From an optimization exercise on the open Yosys and OpenROAD flow, aimed at small area; shortcuts taken in it are not production practice. Where RTL was checked, it was by simulation tests only, not by an equivalence proof against the original. Power is estimated from default activity; no workload was simulated.

==> flow/design.v <==
module xv11_framer (
    input  wire         clk,
    input  wire         rst,           
    input  wire         variant,       
    input  wire         poll,
    input  wire         in_valid,
    input  wire [7:0]   in_byte,
    input  wire         in_fail,
    output wire         busy,
    output reg          done,
    output reg          failed,
    output reg          wr_valid,
    output reg  [6:0]   wr_group,
    output reg  [127:0] wr_data,
    output reg  [15:0]  speed_raw,
    output reg  [22:0]  speed_sum,
    output reg  [6:0]   good_packets
);
    localparam [1:0] PH_IDLE   = 2'd0,
                     PH_SEARCH = 2'd1,
                     PH_SPEED  = 2'd2,    
                     PH_FILL   = 2'd3;
    reg  [1:0]  phase;
    reg         legacy;
    reg  [4:0]  cnt;
    reg  [10:0] lfsr;
    wire [6:0] grp_in = {in_byte[6] ^ (legacy | !in_byte[5]),
                         in_byte[5] ^ !legacy, in_byte[4:0]};
    assign busy = (phase != PH_IDLE);
    wire take_poll = !busy && poll;
    wire take_fail = busy && in_fail;
    wire take_byte = busy && !in_fail && in_valid;
    wire is_fa  = (in_byte == 8'hFA);
    wire is_idx = (in_byte >= 8'hA0) && (in_byte <= 8'hF9);
    wire in_pkt  = cnt[4] || (cnt[3] && cnt[2]);        
    wire pk_tail = (cnt[4:1] == 4'b1111);               
    wire accept  = (cnt == 5'd31);
    wire idx_last = (wr_group == 7'd89);
    wire at_hdr  = (cnt == 5'd11);
    wire grp_load = take_byte && (legacy ? (phase == PH_SEARCH) : at_hdr);
    wire lg_gend = (cnt[3:0] == 4'd15);
    reg         c8_r;
    wire [16:0] sc;
    wire [15:0] cin = {sc[15:9], c8_r, sc[7:1], 1'b0};
    wire [22:0] sum_next;
    wire [22:16] hi_all;       
    genvar gi;
    generate
        for (gi = 0; gi < 16; gi = gi + 1) begin : g_add
            assign sum_next[gi] = speed_sum[gi] ^ speed_raw[gi] ^ cin[gi];
            assign sc[gi+1] = (speed_sum[gi] & speed_raw[gi]) |
                              (cin[gi] & (speed_sum[gi] ^ speed_raw[gi]));
        end
        for (gi = 16; gi < 23; gi = gi + 1) begin : g_inc
            if (gi == 16) begin : g_first
                assign hi_all[gi] = 1'b1;
            end else begin : g_rest
                assign hi_all[gi] = hi_all[gi-1] & speed_sum[gi-1];
            end
            assign sum_next[gi] = speed_sum[gi] ^ (sc[16] & hi_all[gi]);
        end
    endgenerate
    assign sc[0] = 1'b0;
    always @(posedge clk)
        c8_r <= sc[8];
    reg [7:0] lsync_byte;
    always @(*) begin
        case (cnt[1:0])
            2'd2: lsync_byte = 8'h5A;
            2'd3: lsync_byte = 8'hA5;
            2'd0: lsync_byte = 8'h00;
            default: lsync_byte = 8'hC0;
        endcase
    end
    wire pk_fill = take_byte && phase == PH_FILL && !legacy;
    wire pk_data = pk_fill && in_pkt && !pk_tail && !is_fa;
    wire lg_spd  = take_byte && phase == PH_SPEED;
    wire lg_body = take_byte && phase == PH_FILL && legacy;
    always @(posedge clk) begin
        if (lg_spd || lg_body || pk_data)
            wr_data <= {in_byte, wr_data[127:8]};
        if (lg_spd || pk_data)
            speed_raw <= {wr_data[7:0], speed_raw[15:8]};
    end
    always @(posedge clk)
        wr_valid <= ((lg_spd || lg_body) && lg_gend && (lg_body || cnt[4])) ||
                    (pk_fill && accept && !is_fa);
    always @(posedge clk) begin
        if (rst) begin
            phase  <= PH_IDLE;
            done   <= 1'b0;
            failed <= 1'b0;
        end else if (take_poll) begin
            legacy       <= variant;
            phase        <= PH_SEARCH;
            done         <= 1'b0;
            failed       <= 1'b0;
            cnt          <= 5'd10;
            speed_sum    <= 23'd0;
            good_packets <= 7'd0;
        end else if (take_fail) begin
            phase  <= PH_IDLE;
            failed <= 1'b1;
        end else begin
            if (grp_load)
                wr_group <= grp_in;
            else if (wr_valid && legacy)
                wr_group <= wr_group + 7'd1;
            if (take_byte) begin
                case (phase)
                PH_SEARCH: begin
                    if (legacy) begin
                        if (in_byte == lsync_byte) begin
                            cnt <= cnt + 5'd1;
                            if (cnt[1:0] == 2'd1) begin
                                phase    <= PH_SPEED;
                            end
                        end else begin
                            cnt <= 5'd10;
                        end
                    end else begin
                        if (at_hdr ? (in_byte == 8'hA0) : is_fa) begin
                            cnt <= cnt + 5'd1;
                            if (at_hdr) begin
                                lfsr  <= 11'd0;
                                phase <= PH_FILL;
                            end
                        end else begin
                            cnt <= 5'd10;
                        end
                    end
                end
                PH_SPEED: begin
                    cnt <= cnt + 5'd1;
                    if (cnt == 5'd31)
                        phase <= PH_FILL;
                end
                default: begin    
                    if (legacy) begin
                        cnt <= cnt + 5'd1;
                        if (lg_gend && idx_last) begin
                            phase <= PH_IDLE;
                            done  <= 1'b1;
                        end
                    end else begin
                        lfsr <= {lfsr[9:0], !(lfsr[10] ^ lfsr[8])};
                        if (lfsr == 11'h757) begin
                            phase <= PH_IDLE;
                            done  <= 1'b1;
                        end
                        if (cnt == 5'd10) begin
                            if (is_fa) cnt <= 5'd11;
                        end else if (at_hdr) begin
                            if (is_idx) begin
                                cnt <= 5'd12;
                            end else if (!is_fa) begin
                                cnt <= 5'd10;
                            end
                        end else if (in_pkt) begin
                            if (is_fa) begin
                                cnt <= 5'd11;
                            end else if (accept) begin
                                speed_sum    <= sum_next;
                                good_packets <= good_packets + 7'd1;
                                cnt          <= idx_last ? 5'd0 : 5'd10;
                            end else begin
                                cnt <= cnt + 5'd1;
                            end
                        end
                    end
                end
                endcase
            end
        end
    end
endmodule
==> flow/config.mk <==
export PLATFORM = sky130hd
export DESIGN_NAME = xv11_framer
export DESIGN_NICKNAME = xv11_framer
export VERILOG_FILES = /design/flow/design.v
export SDC_FILE = /design/flow/constraint.sdc
export NUM_CORES = 4
export LEC_CHECK = 0
export CAP_MARGIN = 20
export CORE_MARGIN = 2
export CORE_UTILIZATION = 60
export SLEW_MARGIN = 20
==> flow/constraint.sdc <==
create_clock -name core_clock -period 7.0 [get_ports {clk}]
set_input_delay 1.4000 -clock core_clock [delete_from_list [all_inputs] [get_ports {clk}]]
set_output_delay 1.4000 -clock core_clock [all_outputs]
set_load 0.01 [all_outputs]
standard.sh (not shown) runs the stock make flow with config.mk's settings and CLKGATE_MAP_FILE= SYNTH_SCRIPT=/design/flow/synth_recipe.tcl, a recipe that flattens the netlist after the stock synthesis.
==> flow/flow/run.sh <==
#!/bin/bash
# The standard layout with three changes:
#  - after the standard synthesis, its combinational logic is mapped again
#    with a stronger ABC script (registers, their cells and names unchanged);
#  - every port gets the smallest buffer (buf_1) instead of the default pick;
#  - CTS clusters ~20 sinks per clkbuf_8 leaf and inserts no dummy loads.
set -u
W=$PWD
R=$W/orfs/results/$FLOW_PLATFORM/xv11_framer/base
export BUFFER_PORTS_ARGS="-buffer_cell sky130_fd_sc_hd__buf_1"
export CTS_ARGS="-sink_clustering_enable -repair_clock_nets -buf_list sky130_fd_sc_hd__clkbuf_8 -dont_use_dummy_load -sink_clustering_size 20 -sink_clustering_max_diameter 60"

bash standard.sh synth > synth.log 2>&1 || exit 1

cp $R/1_2_yosys.v $W/standard_synth.v
export REMAP_LIB=$FLOW_HOME/platforms/$FLOW_PLATFORM/lib/sky130_fd_sc_hd__tt_025C_1v80.lib
export REMAP_IN=$W/standard_synth.v
export REMAP_OUT=$W/remapped.v
export REMAP_SCRIPT=$W/flow/remap.abc
export REMAP_CONSTR=$W/remap.constr
printf 'set_driving_cell sky130_fd_sc_hd__buf_1\nset_load 5\n' > $REMAP_CONSTR
export REMAP_SEQ="$(grep -o 'sky130_fd_sc_hd__[a-z0-9_]*df[a-z0-9_]*' standard_synth.v | sort -u | tr '\n' ' ')"
export REMAP_DONT_USE="$(make -s -C $FLOW_HOME DESIGN_CONFIG=$FLOW_CONFIG print-DONT_USE_CELLS 2>/dev/null | sed 's/^DONT_USE_CELLS[:=]* *//')"
if yosys -c flow/remap.tcl > remap.log 2>&1 && [ -s remapped.v ] && ! grep -o '\\[^ ]*' remapped.v | grep -q '[:/]'; then
  cp remapped.v $R/1_2_yosys.v
  rm -f $R/1_synth.odb $R/1_synth.sdc
  echo "using the remapped netlist" >> remap.log
else
  echo "remap failed: using the standard netlist" >> remap.log
fi

bash standard.sh > finish.log 2>&1
Other scripts of this flow, unchanged in this note and not shown: flow/flow/remap.abc, flow/flow/remap.tcl
Change:
--- a/flow/design.v
+++ b/flow/design.v
@@ -10,7 +10,7 @@
     output reg          done,
     output reg          failed,
     output reg          wr_valid,
-    output reg  [6:0]   wr_group,
+    output wire [6:0]   wr_group,
     output reg  [127:0] wr_data,
     output reg  [15:0]  speed_raw,
     output reg  [22:0]  speed_sum,
@@ -24,8 +24,8 @@
     reg         legacy;
     reg  [4:0]  cnt;
     reg  [10:0] lfsr;
-    wire [6:0] grp_in = {in_byte[6] ^ (legacy | !in_byte[5]),
-                         in_byte[5] ^ !legacy, in_byte[4:0]};
+    reg  [6:0]  grp;
+    assign wr_group = {grp[6] ^ (legacy | !grp[5]), grp[5] ^ !legacy, grp[4:0]};
     assign busy = (phase != PH_IDLE);
     wire take_poll = !busy && poll;
     wire take_fail = busy && in_fail;
@@ -103,9 +103,9 @@
             failed <= 1'b1;
         end else begin
             if (grp_load)
-                wr_group <= grp_in;
+                grp <= in_byte[6:0];
             else if (wr_valid && legacy)
-                wr_group <= wr_group + 7'd1;
+                grp <= grp + 7'd1;
             if (take_byte) begin
                 case (phase)
                 PH_SEARCH: begin
Result: The new run went through all stages and came out clean; combinational power went down slightly; design area stays flat; total power went up slightly; die area is about the same; synthesized cell count went down slightly; core utilization is about the same; sequential power barely changes; final cell count went down slightly; count of clock-buffer cells in the layout went up by 1; synthesized area barely changes; via count stays flat.
The RTL of the second run of this note was laid out without a check of its function.

[separate check: timing with driven ports]
No port has a modelled driver above. Below, the same layouts with a new extraction and two added sets of constraints.
Step 1: set_driving_cell puts a clkbuf_16 on clk and a buf_2 on each other input, an assumption about the parent block.
Step 2 moves the port delays by t, midway between the first and last clock arrival at a register: inputs arrive t later, outputs are due t later. That takes back most of the time a late clock gives input paths.
a / b / c = ideal ports / drivers / drivers and shift; a / b = the first two.
run | t (ns) | slack for setup (ns) | worst setup path at the end | worst register clock-pin slew, ns | pins driven straight from the clock port
the first run | 0.502 | 2.971 / 2.983 / 2.482 | input to register | 0.11 / 0.11 | 1
the second run | 0.494 | 3.036 / 3.050 / 2.555 | input to register | 0.11 / 0.11 | 1
After both steps setup and hold are still met in every run listed. The setup slack of the first run, which loses most, moves by +0.012 ns with the drivers and by -0.489 ns with both steps.
